This is an optimization exercise on Yosys and OpenROAD, whose aim is small area, not a production implementation. The RTL was checked by simulation tests, not by an equivalence proof against the original design. No activity file was given, so power comes from the tool's default toggle rates.

## design/flow/design.v

```verilog
module msg_codec (
    input  wire         clk,
    input  wire [1:0]   op,
    input  wire [63:0]  cmd,
    input  wire         strict_len,
    input  wire [7:0]   in_len,
    input  wire [167:0] in_bits,
    output reg  [2:0]   err,
    output reg  [31:0]  req_frame,
    output reg  [15:0]  n_field,
    output reg  [7:0]   out_len,
    output reg  [127:0] out_bits,
    output reg          short_read,
    output reg  [31:0]  sval
);
    localparam MAX_IN_BITS = 168;
    localparam PAY_POS     = 40;
    localparam OUT_BITS    = MAX_IN_BITS - PAY_POS;
    localparam [1:0] OP_BUILD  = 2'b00;
    localparam [1:0] OP_PARSE  = 2'b01;
    localparam [1:0] OP_SIGNED = 2'b10;
    localparam [2:0] E_OK             = 3'd0;
    localparam [2:0] E_CMD_OVERSIZE   = 3'd1;
    localparam [2:0] E_ARRAY_OVERSIZE = 3'd2;
    localparam [2:0] E_HDR_SHORT      = 3'd3;
    localparam [2:0] E_PAYLOAD_SHORT  = 3'd4;
    localparam [2:0] E_ILLEGAL_OP     = 3'd5;
    localparam [7:0] TAG_HI = 8'h52;
    localparam [7:0] TAG_LO = 8'h51;
    wire [7:0]  cmd_byte     = cmd[7:0];
    wire [7:0]  cksum        = TAG_HI + TAG_LO + cmd_byte;
    wire [31:0] build_frame  = {TAG_HI, TAG_LO, cmd_byte, cksum};
    wire        cmd_oversize = |cmd[63:32];
    wire        hdr_short  = in_len < PAY_POS;
    wire [15:0] len_field  = in_bits[MAX_IN_BITS-1-24 -: 16];
    wire [18:0] need_bits  = {len_field, 3'b000};
    wire [7:0]  avail_bits = in_len - PAY_POS;
    wire        pay_short  = {11'd0, avail_bits} < need_bits;
    wire [7:0]  parse_len  = hdr_short ? 8'd0 :
                             pay_short ? avail_bits : need_bits[7:0];
    wire [OUT_BITS-1:0] payload = in_bits[OUT_BITS-1:0];
    wire        array_oversize = in_len > 8'd32;
    wire signed [31:0] top_word = in_bits[MAX_IN_BITS-1 -: 32];
    wire [5:0]  sh_amt    = 6'd32 - in_len[5:0];
    wire signed [31:0] shifted = top_word >>> sh_amt;
    wire [31:0] signed_val = (in_len == 8'd0) ? 32'd0 : shifted;
    reg [2:0] err_c;
    always @(*) begin
        case (op)
            OP_BUILD:  err_c = cmd_oversize ? E_CMD_OVERSIZE : E_OK;
            OP_PARSE:  err_c = !strict_len ? E_OK :
                               hdr_short   ? E_HDR_SHORT :
                               pay_short   ? E_PAYLOAD_SHORT : E_OK;
            OP_SIGNED: err_c = array_oversize ? E_ARRAY_OVERSIZE : E_OK;
            default:   err_c = E_ILLEGAL_OP;
        endcase
    end
    always @(posedge clk) begin
        err        <= err_c;
        req_frame  <= build_frame;
        n_field    <= len_field;
        out_len    <= parse_len;
        out_bits   <= payload;
        short_read <= hdr_short | pay_short;
        sval       <= signed_val;
    end
endmodule
```

## design/flow/run.sh

```bash
#!/bin/bash
# synth_recipe.tcl (not shown) runs the flow's synth.tcl, then flattens the netlist and writes it again
# the make line also repeats each setting of config.mk as NAME=value (left out here)
make -C /OpenROAD-flow-scripts/flow DESIGN_CONFIG=/design/flow/config.mk WORK_HOME=/design/flow/orfs CLKGATE_MAP_FILE= SYNTH_SCRIPT=/design/flow/synth_recipe.tcl finish
```

## design/flow/config.mk

```make
export PLATFORM = sky130hd
export DESIGN_NAME = msg_codec
export DESIGN_NICKNAME = msg_codec
export VERILOG_FILES = /design/flow/design.v
export SDC_FILE = /design/flow/constraint.sdc
export NUM_CORES = 4
export LEC_CHECK = 0
export CAP_MARGIN = 20
export CORE_MARGIN = 2
export CORE_UTILIZATION = 40
export SLEW_MARGIN = 20
```

## design/flow/constraint.sdc

```tcl
create_clock -name core_clock -period 4.0 [get_ports {clk}]
set_input_delay 0.8000 -clock core_clock [delete_from_list [all_inputs] [get_ports {clk}]]
set_output_delay 0.8000 -clock core_clock [all_outputs]
set_load 0.01 [all_outputs]
```

==> results.toml, run 1 <==
[synthesis]
yosys_warnings = 1
syn_inst = 568
async_flop_share = 0
ys_types = 49
netlist_area_um2 = 6718
synth_edf_count = 0
synth_area_per_cell_um2 = 11.83
synth-main-ff-cell = "dfxtp_1"
yosysSeqAreaShare = 0.6079
ys_ff_latch = 204

[clocking]
cts-buffers-inserted = 22
h-tree-depth = 1
cts_buffer_depth = 3
root_buffer = "clkbuf_16"
post_cts_buffers = 0
ctsResizeCount = 0
hold_buffers = 0
clk_pin_slew_ns = 0.06
cts_tree = "done"
cts.sinks = 204

[finish]
drive_gt1_frac = 0.06490
nFillCells = 1174
finalNetCount = 1252
area_growth_pct = 77.24
multiInputGateArea_um2 = 2352
regArea_um2 = 4084
mostFrequentLayoutCells = "423 x clkdlybuf4s50_1, 204 x dfxtp_1, 66 x nand2_1"
final_common_cell = "clkdlybuf4s50_1"

[worst_setup_path]
path_common_cell = "o21ai_0"
crit_path_max_incr_delay_ns = 0.60
start_kind = "input port"
cp_cell_sequence = "clkdlybuf4s50_1 > inv_1 > ha_1 > buf_12 > mux4_1 > nand2_1 > o21ai_0 > buf_4 > o21ai_0 > a2bb2oi_1 > a21oi_1"
critPathKind = "input port to flip-flop"
worstPathRequired_ns = 4.38
worstPathMaxFanout = 35
cp.arrival_ns = 3.34
critPathSlowestCell = "clkdlybuf4s50_1"
cp-end-kind = "flip-flop"

[min_path]
hold_path_depth = 1
min_path_type = "input port to flip-flop"

[global_route]
grt_util_all_layers = 0.3153
grt_max_degree = 36
grt_pass1_vias = 6296
gr-total-overflow = 0
antenna_found_initial = 3
grt_pass1_wl_um = 41450

[die]
initial_core_util = 0.4065
die_y_um = 133.6
rows = 47
ios = 464
die_w_um = 133.6
core-area_um2 = 16520
die_area_um2 = 17850

[pwr]
power_density_nw_per_um2 = 457.9
peakVddDrop_mv = 0.4139
finalPower_w = 0.005452
p_leak_nw = 4.865

[timing]
setup_viol = 0
fmax_ghz = 0.3380
worstMarginPinSlew_ns = 0.9308
finalCritPeriodShare = 0.7397
rsz0062_at_grt = "false"
maxSlewHeadroom = 0.3750
slew_viol_final = 0
hold_viol_final = 0
tns_ns = 0
finalWorstPathRequiredPeriod_ns = 2.959

[outcome]
status = "complete, no violations"

[detailed_routing]
viasPerCell = 5.036
ant_nets = 0
wirelength_um = 29330
route.detailed.wl_per_inst_um = 23.67
first_pass_iters = 5
drt_iter0_drc = 347
vias = 6240
drc_errors = 0

[flow_run]
max-cap-violations = 0

[place]
post-dp-hpwl_um = 23350
port_buffers = 423
gp_congestion = 0.9878
==> synth_stat cells, types with 5 or more instances <==
cell type	n	area [um2]
a21oi_1	30	150.1
a31oi_1	10	62.56
buf_2	6	30.03
buf_4	21	157.7
buf_6	5	56.30
clkbuf_1	9	33.78
dfxtp_1	204	4084
ha_1	7	87.58
inv_1	15	56.30
mux2_2	5	56.30
mux2i_1	31	310.3
mux4_1	13	341.6
mux4_2	7	157.7
nand2_1	66	247.7
nand3_1	5	25.02
nor2_1	29	108.9
nor4_1	10	62.56
o211ai_1	6	45.04
o21a_1	6	45.04
o21ai_0	16	80.08
xnor2_1	12	105.1
==> final timing paths <==
kind                   startpoint           end  slack, ns
worst max-delay path    in_len[0]       sval[2]       1.04
worst min-delay path  in_bits[72]  out_bits[72]       0.73
==> power breakdown <==
part / internal [W] / switching, W / total [W]
clock network: 0.00135 / 0.000824 / 0.00217
registers: 0.00218 / 0.0000498 / 0.00223
logic: 0.000578 / 0.000475 / 0.00105
==> routing by layer <==
| layer | global-route usage | up-vias | routed length (um) |
|---|---|---|---|
| met2 | 0.5284 | 362 | 14180 |
| met4 | 0.1194 | 2 | 1148 |
| met5 | 0 | - | 13 |
| li1 | - | 2826 | - |
| met3 | 0.1130 | 73 | 2894 |
| met1 | 0.3717 | 2977 | 11080 |
==> final cells by class <==
cell class,instances,share of cell area
Antenna cell,2,0.0004203
Clock buffer,29,0.05181
Clock inverter,11,0.01450
Inverter,15,0.004729
Multi-Input combinational cell,322,0.1976
Sequential cell,204,0.3430
Tap cell,220,0.02312
Timing Repair Buffer,436,0.3649
==> flip-flops by register name (all words and copies together), names as in the netlist <==
name	count
out_len	8
short_read	1
out_bits	128
sval	32
n_field	16
req_frame	16
err	3
==> stage by stage <==
step	worst slack [ns]	util	hold slack, ns	cells	cell area (um2)
floorplan	0.9103	-	0.8277	582	6770
detailed placement	0.5402	0.6724	1.252	1197	11110
finish	1.041	0.7205	0.7347	1239	11910
global placement	0.5773	0.6724	1.249	1197	11110
global route	0.8859	0.7205	0.7249	1239	11910
CTS	1.036	0.7202	0.7195	1237	11900
==> worst max-delay path: cells and delay by family <==
kind | cells | cell delay (ns)
fa+ha+maj | 1 | 0.34
compound gates | 4 | 0.65
buf+inv | 4 | 1.11
simple gates | 1 | 0.08
mux | 1 | 0.34
==> cells by family after synthesis <==
family                     share of synthesized area
AOI/OAI and AO/OA                            0.08214
xor gates and xnor gates                     0.02328
adders and majority gates                    0.01304
buffers and inverters                        0.04973
DFF                                           0.6079
muxes                                         0.1289
other                                       0.001118
and+or+nand+nor                              0.09387
==> run 2: changes to the inputs <==
==> design/flow/design.v (replaced) <==
module msg_codec (
    input  wire         clk,
    input  wire [1:0]   op,
    input  wire [63:0]  cmd,
    input  wire         strict_len,
    input  wire [7:0]   in_len,
    input  wire [167:0] in_bits,
    output reg  [2:0]   err,
    output wire [31:0]  req_frame,
    output wire [15:0]  n_field,
    output wire [7:0]   out_len,
    output wire [127:0] out_bits,
    output wire         short_read,
    output wire [31:0]  sval
);
    localparam [2:0] E_OK             = 3'd0;
    localparam [2:0] E_CMD_OVERSIZE   = 3'd1;
    localparam [2:0] E_ARRAY_OVERSIZE = 3'd2;
    localparam [2:0] E_HDR_SHORT      = 3'd3;
    localparam [2:0] E_PAYLOAD_SHORT  = 3'd4;
    localparam [2:0] E_ILLEGAL_OP     = 3'd5;
    localparam [7:0] TAG_HI = 8'h52;
    localparam [7:0] TAG_LO = 8'h51;
    wire        hdr_short  = in_len < 8'd40;
    wire [15:0] len_field  = in_bits[143:128];
    wire [7:0]  avail_bits = in_len - 8'd40;
    wire        pay_short  = (|len_field[15:5]) | (avail_bits < {len_field[4:0], 3'b000});
    wire [7:0]  parse_len  = hdr_short ? 8'd0 :
                             pay_short ? avail_bits : {len_field[4:0], 3'b000};
    wire [31:0] top_word = in_bits[167:136];
    wire        w_full   = in_len[5];
    wire        sign     = top_word[31] & (|in_len[4:0]);
    wire [63:0] ext      = {{32{sign}}, top_word};
    wire [63:0] ext_sh   = ext << in_len[4:0];
    wire [31:0] part_val = ext_sh[63:32];
    reg [2:0] err_c;
    always @(*) begin
        case (op)
            2'd0:    err_c = (|cmd[63:32]) ? E_CMD_OVERSIZE : E_OK;
            2'd1:    err_c = !strict_len ? E_OK :
                             hdr_short   ? E_HDR_SHORT :
                             pay_short   ? E_PAYLOAD_SHORT : E_OK;
            2'd2:    err_c = (in_len > 8'd32) ? E_ARRAY_OVERSIZE : E_OK;
            default: err_c = E_ILLEGAL_OP;
        endcase
    end
    reg [127:0] pay_q;
    reg [15:0]  nf_q;
    reg [7:0]   len_q;
    reg         short_q;
    integer j;
    always @(posedge clk) begin
        err     <= err_c;
        short_q <= hdr_short | pay_short;
        len_q   <= op[0] ? parse_len : cmd[7:0];
        nf_q[7:0] <= len_field[7:0];
        for (j = 0; j < 8; j = j + 1)
            nf_q[8+j] <= (w_full | op[0]) ? top_word[j] : part_val[j];
        pay_q[103:0] <= in_bits[103:0];
        for (j = 8; j < 32; j = j + 1)
            pay_q[96+j] <= !op[1] ? in_bits[96+j] :
                           w_full ? top_word[j] : part_val[j];
    end
    assign out_bits   = pay_q;
    assign n_field    = nf_q;
    assign out_len    = len_q;
    assign short_read = short_q;
    assign sval       = {pay_q[127:104], nf_q[15:8]};
    assign req_frame  = {TAG_HI, TAG_LO, len_q, len_q + (TAG_HI + TAG_LO)};
endmodule
==> results.toml, run 2 <==
[min_path]
hold_start = "in_bits[103]"
min_path_type = "input port to flip-flop"

[synthesis]
synth_area_leaders = "dfxtp_1 47%, buf_4 6.5%, mux2i_1 4.6%, mux4_2 4.4%, mux4_1 4.4%"
yosys_warnings = 1
synth_edf_count = 0
ys_types = 61
yosysSeqAreaShare = 0.4738
synth.top_cells.by_count = "156 x dfxtp_1, 57 x buf_4, 47 x nand2_1"
netlist_area_um2 = 6591
async_flop_share = 0
synth_area_per_cell_um2 = 10.60
ys_ff_latch = 156
yosysMostFrequentCell = "dfxtp_1"
synth-main-ff-cell = "dfxtp_1"
syn_inst = 622
yosysTopAreaCell = "dfxtp_1"
netlist.area_leader.share = 0.4738

[timing]
maxSlewHeadroom = 0.4664
worstMarginPinSlew_ns = 0.8004
slew_viol_final = 0
fmax_ghz = 0.3072
tns_ns = 0
hold_viol_final = 0
fin_ws_ns = 0.7447
finalWorstPathRequiredPeriod_ns = 3.255
finalCritPeriodShare = 0.8138
rsz0062_at_grt = "false"
setup_viol = 0

[pwr]
finalPower_w = 0.004379
peakVddDrop_mv = 0.2950
p_leak_nw = 4.440
power_density_nw_per_um2 = 392.2

[die]
die_w_um = 132.4
die_area_um2 = 17520
rows = 46
core-area_um2 = 16000
initial_core_util = 0.4119
ios = 464
die_y_um = 132.4

[clocking]
cts-buffers-inserted = 17
cts.sinks = 156
ctsResizeCount = 0
clk_pin_slew_ns = 0.07
h-tree-depth = 4
post_cts_buffers = 0
hold_buffers = 0
cts_buffer_depth = 2
root_buffer = "clkbuf_16"
cts_tree = "done"

[worst_setup_path]
crit_buf_inv = 2
worstPathRequired_ns = 3.20
worstSetupPathDepth = 6
cp_cell_sequence = "inv_1 > ha_1 > nor2_1 > a21oi_1 > xnor2_1 > clkdlybuf4s50_1"
critPathSlowestCell = "clkdlybuf4s50_1"
worstPathMaxFanout = 5
setup.worst_path.end = "req_frame[6]"
cp-end-kind = "primary output"
critPathKind = "flip-flop to primary output"
crit_start = "len_q[0]"
crit_path_max_incr_delay_ns = 0.55
start_kind = "flip-flop"
path_delay_family = "buffers and inverters"
cp.arrival_ns = 2.46

[finish]
regArea_um2 = 3123
final_common_cell = "clkdlybuf4s50_1"
largest_register_ffs = 128
drive_gt1_frac = 0.08103
nFillCells = 1223
largestRegisters = "pay_q: 128 flops, nf_q: 16 flops, len_q: 8 flops"
area_growth_pct = 69.38
multiInputGateArea_um2 = 2754
regMostFlops = "pay_q"
utilization = 0.6978
mostFrequentLayoutCells = "422 x clkdlybuf4s50_1, 156 x dfxtp_1, 47 x nand2_1"
fin_area_um2 = 11160
finalNetCount = 1250

[place]
place_area_um2 = 10570
post-dp-hpwl_um = 23660
post-place-ws_ns = 0.4136
gp_congestion = 0.9403
port_buffers = 423

[detailed_routing]
drt_iter0_drc = 378
ant_nets = 0
route.detailed.wl_per_inst_um = 24.06
drc_errors = 0
first_pass_iters = 5
vias = 6401
viasPerCell = 5.208
wirelength_um = 29570

[global_route]
grt_util_all_layers = 0.3279
antenna_found_initial = 1
gr-total-overflow = 0
grt_pass1_wl_um = 42680
grt_pass1_vias = 6471
grt_max_degree = 43

[flow_run]
max-cap-violations = 0

[outcome]
status = "complete, no violations"
[run 2: stage by stage]
stage          std cells  hold slack [ns]
2_1_floorplan        636           0.8277
3_3_place_gp        1196            1.251
3_5_place_dp        1196            1.252
4_1_cts             1228           0.8072
5_1_grt             1229           0.8019
6_report            1229           0.8171
[run 2: worst min path at each step]
stage | to | slack (ns) | cells past startpoint
3_3_place_gp | pay_q[85] | 1.25 | 1
3_5_place_dp | pay_q[58] | 1.25 | 1
4_1_cts | pay_q[103] | 0.81 | 1
2_1_floorplan | nf_q[0] | 0.83 | 0
5_1_grt | pay_q[20] | 0.80 | 1
6_report | pay_q[103] | 0.82 | 1
[run 2: logic make-up (layout without fill, tap and decap cells)]
| logic type | count (synthesis) | after routing | share of synthesized area |
|---|---|---|---|
| AOI/OAI and AO/OA | 131 | 131 | 0.1314 |
| DFF | 156 | 156 | 0.4738 |
| other | 2 | 17 | 0.001139 |
| buffers and inverters | 116 | 492 | 0.1164 |
| muxes | 69 | 69 | 0.1595 |
| and+or+nand+nor | 132 | 132 | 0.09264 |
| xor gates and xnor gates | 9 | 9 | 0.01196 |
| adders and majority gates | 7 | 7 | 0.01329 |
[run 2: layer usage]
metal	wire length [um]	track usage	part of all wire	up-vias
li1	-	-	-	2915
met1	11500	0.3964	0.39	3078
met2	14590	0.5498	0.49	374
met3	2777	0.1126	0.094	34
met4	702	0.1027	0.024	0
met5	0	0	0	-
[run 2: report_power, final]
group	switching (W)	total, W	internal [W]
registers	0.0000661	0.00172	0.00166
clock network	0.000722	0.00162	0.000900
logic	0.000444	0.00103	0.000590
[run 2: final cells by class]
type / instances / area share
Tap cell: 216 / 0.02421
Multi-Input combinational cell: 364 / 0.2467
Clock inverter: 14 / 0.01412
Timing Repair Buffer: 433 / 0.3866
Clock buffer: 18 / 0.03934
Antenna cell: 1 / 0.0002241
Sequential cell: 156 / 0.2797
Inverter: 27 / 0.009078
==> run 3: changes to the inputs <==
==> design/flow/flow/run.sh (new file) <==
#!/bin/bash
# Layout flow: the standard ORFS flow, with two changes:
#  - port buffers are the smallest buffer (buf_1) instead of the default pick;
#  - CTS builds its tree from small clock buffers and inserts no dummy loads.
# Each tool's full output stays in orfs/logs; make's own output goes to make.log.
set -euo pipefail
export BUFFER_PORTS_ARGS="-buffer_cell sky130_fd_sc_hd__buf_1"
export CTS_ARGS="-sink_clustering_enable -repair_clock_nets -buf_list {sky130_fd_sc_hd__clkbuf_4 sky130_fd_sc_hd__clkbuf_8} -dont_use_dummy_load"
bash standard.sh > make.log 2>&1
==> design/flow/standard.sh (new file) <==
#!/bin/bash
# synth_recipe.tcl (not shown) runs the flow's synth.tcl, then flattens the netlist and writes it again
# the make line also repeats each setting of config.mk as NAME=value (left out here)
make -C /OpenROAD-flow-scripts/flow DESIGN_CONFIG=/design/flow/config.mk WORK_HOME=/design/flow/orfs CLKGATE_MAP_FILE= SYNTH_SCRIPT=/design/flow/synth_recipe.tcl "${@:-finish}"
removed: design/flow/run.sh
==> results.toml, run 3 <==
[timing]
tns_ns = 0
finalCritPeriodShare = 0.7181
fmax_ghz = 0.3481
maxSlewHeadroom = 0.5254
rsz0062_at_grt = "false"
finalWorstPathRequiredPeriod_ns = 2.873
slew_viol_final = 0
worstMarginPinSlew_ns = 0.7118
setup_viol = 0
hold_viol_final = 0

[min_path]
hold_path_depth = 1
hold_start = "in_bits[82]"
min_path_type = "input port to flip-flop"
holdPathEnd = "pay_q[82]"

[place]
post-dp-hpwl_um = 21030
gp_congestion = 0.9247
place_area_um2 = 7921
port_buffers = 423

[synthesis]
yosysSeqAreaShare = 0.4738
synth_area_per_cell_um2 = 10.60
ys_types = 61
synth-main-ff-cell = "dfxtp_1"
synth_area_leaders = "dfxtp_1 47%, buf_4 6.5%, mux2i_1 4.6%, mux4_2 4.4%, mux4_1 4.4%"
yosysTopAreaCell = "dfxtp_1"
synth.top_cells.by_count = "156 x dfxtp_1, 57 x buf_4, 47 x nand2_1"
ys_ff_latch = 156
yosys_warnings = 1
netlist.area_leader.share = 0.4738
synth_top_family_by_area = "multiplexers"
async_flop_share = 0
synth-adder-area-share = 0.01329
synth_compound_area_frac = 0.1314
synth_edf_count = 0
netlist_area_um2 = 6591
synth_xor_area_frac = 0.01196
synth-simple-area-share = 0.09263
yosysMostFrequentCell = "dfxtp_1"
post_synth_mux_area_share = 0.1595
syn_inst = 622

[detailed_routing]
vias = 6193
wirelength_um = 25950
top_layer = "met5"
route.detailed.wl_per_inst_um = 21.37
wl_met2_um = 12440
drt_iter0_drc = 491
drc_errors = 0
first_pass_iters = 5
viasPerCell = 5.101
ant_nets = 0
drt-met1-wl_um = 10690
wl_met3_um = 2418

[die]
die_w_um = 132.4
die_y_um = 132.4
ios = 464
die_area_um2 = 17520
initial_core_util = 0.4119
core-area_um2 = 16000
rows = 46

[global_route]
gr-total-overflow = 0
grt_pass1_vias = 5894
grt_max_degree = 42
grt_pass1_wl_um = 37110
antenna_found_initial = 1
grt_util_all_layers = 0.2844

[clocking]
cts-buffers-inserted = 17
post_cts_buffers = 0
cts.sinks = 156
root_buffer = "clkbuf_8"
clk_pin_slew_ns = 0.09
ctsResizeCount = 0
cts_buffer_depth = 2
h-tree-depth = 4
cts_tree = "done"
hold_buffers = 0

[finish]
final_common_cell = "buf_1"
mostFrequentLayoutCells = "421 x buf_1, 156 x dfxtp_1, 47 x nand2_1"
finalNetCount = 1251
n_antenna_cell = 0
fin_area_um2 = 8155
area_growth_pct = 23.73
regMostFlops = "pay_q"
drive_gt1_frac = 0.06914
largestRegisters = "pay_q: 128 flops, nf_q: 16 flops, len_q: 8 flops"
largest_register_ffs = 128

[worst_setup_path]
cp.arrival_ns = 2.07
critPathKind = "flip-flop to primary output"
start_kind = "flip-flop"
cp-end-kind = "primary output"
worstPathMaxFanout = 5
worstPathRequired_ns = 3.20

[outcome]
status = "complete, no violations"

[pwr]
power_density_nw_per_um2 = 402.0
p_leak_nw = 3.131
peakVddDrop_mv = 0.1867

[flow_run]
max-cap-violations = 0
-- run 3: how the worst max path moves through the flow --
stage                   end  cells past startpoint       from
2_1_floorplan      len_q[6]                     12  in_len[3]
3_3_place_gp       len_q[7]                     10  in_len[3]
3_5_place_dp       len_q[7]                     11  in_len[3]
4_1_cts        req_frame[6]                      6   len_q[0]
5_1_grt            len_q[5]                     10  in_len[3]
6_report       req_frame[6]                      6   len_q[0]
-- run 3: area by class of cell --
type / instances / area [um2]
multi-input cells: 364 / 2754
clock buffers: 17 / 234.0
well taps: 216 / 270.3
inverters: 27 / 101.3
flip-flops and latches: 156 / 3123
fillers: 1664 / 7845
repair buffers: 434 / 1673
-- run 3: kinds of logic after synthesis --
| family | after synthesis |
|---|---|
| xor+xnor | 9 |
| simple gates | 132 |
| mux | 69 |
| fa+ha+maj | 7 |
| flops | 156 |
| buf+inv | 116 |
| compound gates | 131 |
| other cells | 2 |
-- run 3: stage by stage --
| step | instances | power [W] | hold WS (ns) | utilization | worst slack (ns) |
|---|---|---|---|---|---|
| floorplan | 636 | 0.002175 | 0.8277 | - | 0.9676 |
| global placement | 1197 | 0.002429 | 0.8927 | 0.4951 | 0.7879 |
| detailed placement | 1197 | 0.002429 | 0.8935 | 0.4951 | 0.8020 |
| CTS | 1214 | 0.003294 | 0.3973 | 0.5097 | 1.086 |
| global route | 1214 | 0.003407 | 0.4062 | 0.5097 | 1.038 |
| finish | 1214 | 0.003278 | 0.4301 | 0.5097 | 1.127 |
-- run 3: worst max-delay path, cell delays in order, from the launching register on --
cell	delay, ns
dfxtp_1	0.50
inv_1	0.12
ha_1	0.24
nor2_1	0.32
a21oi_1	0.14
xnor2_1	0.15
buf_1	0.17
-- run 3: power breakdown --
group | internal, W | total, W | switching (W) | leakage, nW
combinational | 0.000260 | 0.000687 | 0.000427 | 1.69
sequential | 0.00166 | 0.00172 | 0.0000589 | 1.32
clock | 0.000375 | 0.000875 | 0.000500 | 0.122
-- run 3: layer usage --
metal	GRT usage	up-vias
li1	-	2897
met1	0.3618	2914
met2	0.4727	352
met3	0.08843	28
met4	0.06810	2
met5	0	-

[afterwards: timing with drivers on the ports]
In the flow no input, the clock included, has a driving cell. The finished layouts below were timed again as built, in two steps. Step 1 (the two cells are an assumption about what drives the block):
set clk [get_ports {clk}]
set_driving_cell -lib_cell sky130_fd_sc_hd__clkbuf_16 $clk
set_driving_cell -lib_cell sky130_fd_sc_hd__buf_2 [delete_from_list [all_inputs] $clk]
Step 2 times the ports against the registers' clock, not the clock port: input delays grow and output delays shrink by t, the midpoint of the rising clock arrivals with the driver on. a / b / c = ideal ports / drivers / drivers and shift; a / b = the first two.
| run | shift t [ns] | setup slack, ns | slew at the worst register clock pin (ns) |
|---|---|---|---|
| run 1 | 0.548 | 1.041 / 1.057 / 0.509 | 0.07 / 0.07 |
| run 2 | 0.459 | 0.745 / 0.699 / 0.350 | 0.07 / 0.07 |
| run 3 | 0.478 | 1.127 / 1.086 / 0.760 | 0.09 / 0.09 |
After both steps setup and hold are still met in every run listed. For run 1, which loses most, drivers alone change the setup slack by +0.016 ns; drivers and shift together by -0.532 ns.
